Background: an optimization exercise with open tools, aiming at small area. Do not read the settings as production practice. In this exercise RTL edits were held to simulation tests only and were not proved equivalent to the original. The clock port is modelled as an ideal driver; clocking choices that lean on that would not hold on a real chip. Power and IR drop assume default switching activity.

==> module ps1_weak, before the edit <==
module ps1_weak (
    input  wire       clk,
    input  wire       rst,
    input  wire       wake,
    output wire       adc_start,
    input  wire       adc_busy,
    input  wire [7:0] adc_data,
    output wire       line_drv_low,
    output wire [1:0] status,
    output wire       tx_done_o,
    output wire       sleep
);
    localparam ST_OFF = 2'b00, ST_ACTIVITY = 2'b01, ST_SUCCESS = 2'b10, ST_ERROR = 2'b11;
    localparam SLEEP = 4'd0;
    reg [3:0] ws;
    reg [2:0] t;
    reg [9:0] acc;
    reg [1:0] stat;
    wire w_line  = ws[3];                   
    wire w_low   = ws[3] && !ws[0];
    wire w_high  = ws[3] && ws[0];
    wire w_sleep = (ws == SLEEP);
    wire w_start = !ws[3] && ws[0] && !(ws[1] && ws[2]);
    wire w_wait  = !ws[3] && !ws[0] && (ws[1] || ws[2]);
    wire w_done  = !ws[3] && ws[0] && ws[1] && ws[2];
    wire [4:0] tm      = {ws[2:1], t};
    wire [4:0] tm_step = {tm[3:0], tm[4] ^ tm[2]};
    wire       t_exp   = (tm == 5'd1);
    wire hold    = (stat == ST_ERROR);
    wire acc_ge3, valid;
    wire acc_lt3 = !acc_ge3;
    ps1_sampler u_val (.sum(acc), .ge3(acc_ge3), .valid(valid));
    wire take   = w_wait && !adc_busy;
    wire count  = t_exp && acc_ge3 && (w_low ? hold : stat != ST_SUCCESS) && w_line;
    wire [9:0] addend = take ? {2'b00, adc_data} : count ? {8'hff, hold, 1'b1} : 10'd0;
    wire [9:0] acc_sum = acc + addend;
    reg [3:0] n_ws;
    reg [2:0] n_t;
    reg [9:0] n_acc;
    reg [1:0] n_stat;
    always @(*) begin
        n_ws   = w_line ? {1'b1, tm_step[4:3], ws[0]} : ws;
        n_t    = tm_step[2:0];
        n_acc  = acc_sum;
        n_stat = stat;
        if (!w_line) begin
            if (ws[0] || (w_sleep ? wake : !adc_busy))
                n_ws = ws + 1'b1;
            if (w_sleep)
                n_acc = 10'd0;
            if (w_done) begin
                if (valid) begin
                    {n_ws, n_t} = {1'b1, 2'b01, 1'b0, 3'b100};   
                    n_stat = ST_ACTIVITY;
                end else begin
                    {n_ws, n_t} = {1'b1, 2'b10, 1'b0, 3'b000};
                    n_acc  = 10'd551;
                    n_stat = ST_ERROR;
                end
            end
        end else if (w_low) begin
            if (t_exp) begin
                if (!hold)
                    {n_ws, n_t} = {1'b1, 2'b10, 1'b1, 3'b000};   
                else if (acc_lt3)
                    n_ws = SLEEP;
                else
                    {n_ws, n_t} = {1'b1, 2'b10, 1'b0, 3'b000};
            end
        end else begin   
            if (stat == ST_SUCCESS)
                n_ws = SLEEP;
            else if (t_exp) begin
                if (acc_lt3) begin
                    {n_ws, n_t} = {1'b1, 2'b10, 1'b1, 3'b000};
                    n_stat = ST_SUCCESS;
                end else
                    {n_ws, n_t} = {1'b1, 2'b10, 1'b0, 3'b000};   
            end
        end
    end
    always @(posedge clk) begin
        if (rst) begin
            ws   <= SLEEP;
            stat <= ST_OFF;
        end else begin
            ws   <= n_ws;
            stat <= n_stat;
        end
        t   <= n_t;
        acc <= n_acc;
    end
    assign adc_start    = w_start;
    assign line_drv_low = w_low;
    assign status       = stat;
    assign tx_done_o    = (stat == ST_SUCCESS);
    assign sleep        = w_sleep;
endmodule
export LEC_CHECK = 0
export CAP_MARGIN = 20
export CORE_MARGIN = 2
export CORE_UTILIZATION = 40
export CTS_BUF_LIST = sky130_fd_sc_hd__clkbuf_4
export GPL_TIMING_DRIVEN = 0
export SLEW_MARGIN = 20
create_clock -name core_clock -period 12.0 [get_ports {clk}]
standard.sh (not shown) runs the stock make flow with config.mk's settings and CLKGATE_MAP_FILE= SYNTH_SCRIPT=/design/flow/synth_recipe.tcl, a recipe that flattens the netlist after the stock synthesis.
==> flow/flow/run.sh <==
#!/bin/bash
# Layout flow: the standard flow (standard.sh) with these changes:
# - synthesis maps the logic with an area-oriented abc script (area.abc,
#   with a 60-second &deepsyn pass)
#   instead of ORFS's speed script, and leaves adders to abc instead of
#   mapping them to half/full-adder cells first; everything else in the
#   synthesis (flip-flop mapping, flattening, renaming) is the standard flow's own;
# - ports are buffered with sky130_fd_sc_hd__buf_1;
# - clock tree synthesis inserts no dummy loads, and a leaf clock buffer
#   that drives 10 or more flip-flops is then upsized (post_cts.tcl);
# - the constant outputs share synthesis's one tie cell (no tie fan-out
#   repair);
set -euo pipefail
HERE=$PWD
sed -e '/^source .*synth_preamble.tcl/a set abc_args [lreplace $abc_args 1 1 '"$HERE"'/flow/area.abc]' \
    "$FLOW_HOME/scripts/synth.tcl" > "$HERE/synth_area.tcl"
sed -e "s#source \$::env(SCRIPTS_DIR)/synth.tcl#source $HERE/synth_area.tcl#" \
    "$HERE/synth_recipe.tcl" > "$HERE/synth_recipe_area.tcl"
bash standard.sh SYNTH_SCRIPT="$HERE/synth_recipe_area.tcl" ADDER_MAP_FILE= \
    "BUFFER_PORTS_ARGS=-buffer_cell sky130_fd_sc_hd__buf_1" \
    "CTS_ARGS=-sink_clustering_enable -repair_clock_nets -buf_list sky130_fd_sc_hd__clkbuf_4 -dont_use_dummy_load" \
    POST_CTS_TCL="$HERE/flow/post_cts.tcl" SKIP_REPAIR_TIE_FANOUT=1 PRE_GLOBAL_PLACE_TCL="$HERE/flow/pre_gpl.tcl" \
    finish > standard.log 2>&1
==> flow/flow/area.abc <==
strash
&get -n
&fraig -x
&put
scorr
dc2
dretime
strash
&get -n
&deepsyn -T 60
&put
strash
&get -n
&dch -f
&nf -R 1000
&put
==> flow/flow/post_cts.tcl <==
# Runs at the end of the CTS step. A leaf clock buffer (clkbuf_4) that drives
# 10 or more flip-flops gives them too slow a clock edge; it is swapped for a
# clkbuf_8, and the placement is legalised again.
set upsized 0
foreach inst [get_cells clkbuf_*] {
  if {[get_property $inst ref_name] ne "sky130_fd_sc_hd__clkbuf_4"} { continue }
  set out [get_pins -of_objects $inst -filter "direction==output"]
  set n [llength [get_pins -of_objects [get_nets -of_objects $out] -filter "direction==input"]]
  if {$n >= 10} {
    replace_cell $inst sky130_fd_sc_hd__clkbuf_8
    puts "post_cts: [get_name $inst] drives $n sinks, now clkbuf_8"
    incr upsized
  }
}
if {$upsized > 0} {
  detailed_placement
  check_placement -verbose
}
==> flow/flow/pre_gpl.tcl <==
remove_buffers
The first run completed with no timing, DRC or antenna violations.
Rerun with:
--- a/flow/design.v
+++ b/flow/design.v
@@ -20,7 +20,7 @@
 );
     localparam ST_OFF = 2'b00, ST_ACTIVITY = 2'b01, ST_SUCCESS = 2'b10, ST_ERROR = 2'b11;
-    localparam SLEEP = 4'd0;
+    localparam SLEEP = 4'd0, LOW = 4'd8;
     reg [3:0] ws;
-    reg [2:0] t;
+    reg [4:0] t;
     reg [9:0] acc;
     reg [1:0] stat;
@@ -32,7 +32,5 @@
     wire w_wait  = !ws[3] && !ws[0] && (ws[1] || ws[2]);
     wire w_done  = !ws[3] && ws[0] && ws[1] && ws[2];
-    wire [4:0] tm      = {ws[2:1], t};
-    wire [4:0] tm_step = {tm[3:0], tm[4] ^ tm[2]};
-    wire       t_exp   = (tm == 5'd1);
+    wire t_exp   = (t == 5'd1);
     wire hold    = (stat == ST_ERROR);
     wire acc_ge3, valid;
@@ -43,11 +41,12 @@
     wire [9:0] addend = take ? {2'b00, adc_data} : count ? {8'hff, hold, 1'b1} : 10'd0;
     wire [9:0] acc_sum = acc + addend;
+    wire [4:0] t_step  = {t[3:0], t[4] ^ t[2]};
     reg [3:0] n_ws;
-    reg [2:0] n_t;
+    reg [4:0] n_t;
     reg [9:0] n_acc;
     reg [1:0] n_stat;
     always @(*) begin
-        n_ws   = w_line ? {1'b1, tm_step[4:3], ws[0]} : ws;
-        n_t    = tm_step[2:0];
+        n_ws   = ws;
+        n_t    = t_step;
         n_acc  = acc_sum;
         n_stat = stat;
@@ -59,8 +58,8 @@
             if (w_done) begin
                 if (valid) begin
-                    {n_ws, n_t} = {1'b1, 2'b01, 1'b0, 3'b100};   
+                    n_t    = 5'd12;   
                     n_stat = ST_ACTIVITY;
                 end else begin
-                    {n_ws, n_t} = {1'b1, 2'b10, 1'b0, 3'b000};
+                    n_t    = 5'd16;   
                     n_acc  = 10'd551;
                     n_stat = ST_ERROR;
@@ -69,10 +68,9 @@
         end else if (w_low) begin
             if (t_exp) begin
+                n_t = 5'd16;
                 if (!hold)
-                    {n_ws, n_t} = {1'b1, 2'b10, 1'b1, 3'b000};   
+                    n_ws = ws + 1'b1;   
                 else if (acc_lt3)
                     n_ws = SLEEP;
-                else
-                    {n_ws, n_t} = {1'b1, 2'b10, 1'b0, 3'b000};
             end
         end else begin   
@@ -80,9 +78,9 @@
                 n_ws = SLEEP;
             else if (t_exp) begin
-                if (acc_lt3) begin
-                    {n_ws, n_t} = {1'b1, 2'b10, 1'b1, 3'b000};
+                n_t = 5'd16;
+                if (acc_lt3)
                     n_stat = ST_SUCCESS;
-                end else
-                    {n_ws, n_t} = {1'b1, 2'b10, 1'b0, 3'b000};   
+                else
+                    n_ws = LOW;
             end
         end
The new run finished with timing, DRC and antenna clean.
Total power is higher by 25%.
Utilization is lower by 0.11 points.
Via count is lower by 2.3%.
Cell count is lower by 2.3%.
Register-to-register slack loses 0.53 ns.
Critical path depth is higher by 3.
Worst setup slack loses 0.38 ns.
Wire length is lower by 0.44%.
Global-route usage is higher by 0.28 points.
Non-clock buffer count is lower by 1.
Combinational power is higher by 68%.
Final area stays flat.
Flip-flop and latch count is higher by 2.

==> afterwards: timing with drivers on the ports <==
Ports are ideal in the flow. The routed layouts listed here were re-timed in OpenROAD. Step 1, drivers: a clkbuf_16 drives clk and a buf_2 each remaining input, both assumed. Step 2 also shifts input and output timing later by t, the mid clock arrival at the registers, as if the neighbouring blocks saw the same clock. a / b / c = ideal ports / drivers / drivers and shift; a / b = the first two.
| run | shift t [ns] | setup WS [ns] | latest minus earliest clock arrival (ns) | slew at the worst register clock pin (ns) | pins driven straight from the clock port |
|---|---|---|---|---|---|
| the first run | 0.419 | 6.047 / 6.058 / 5.638 | 0.026 / 0.027 | 0.10 / 0.10 | 1 |
| the second run | 0.425 | 5.670 / 5.674 / 5.249 | 0.036 / 0.036 | 0.10 / 0.10 | 1 |
After both steps every run listed still meets setup and hold. For the second run, which loses most, drivers alone change the setup slack by +0.004 ns; drivers and shift together by -0.421 ns.
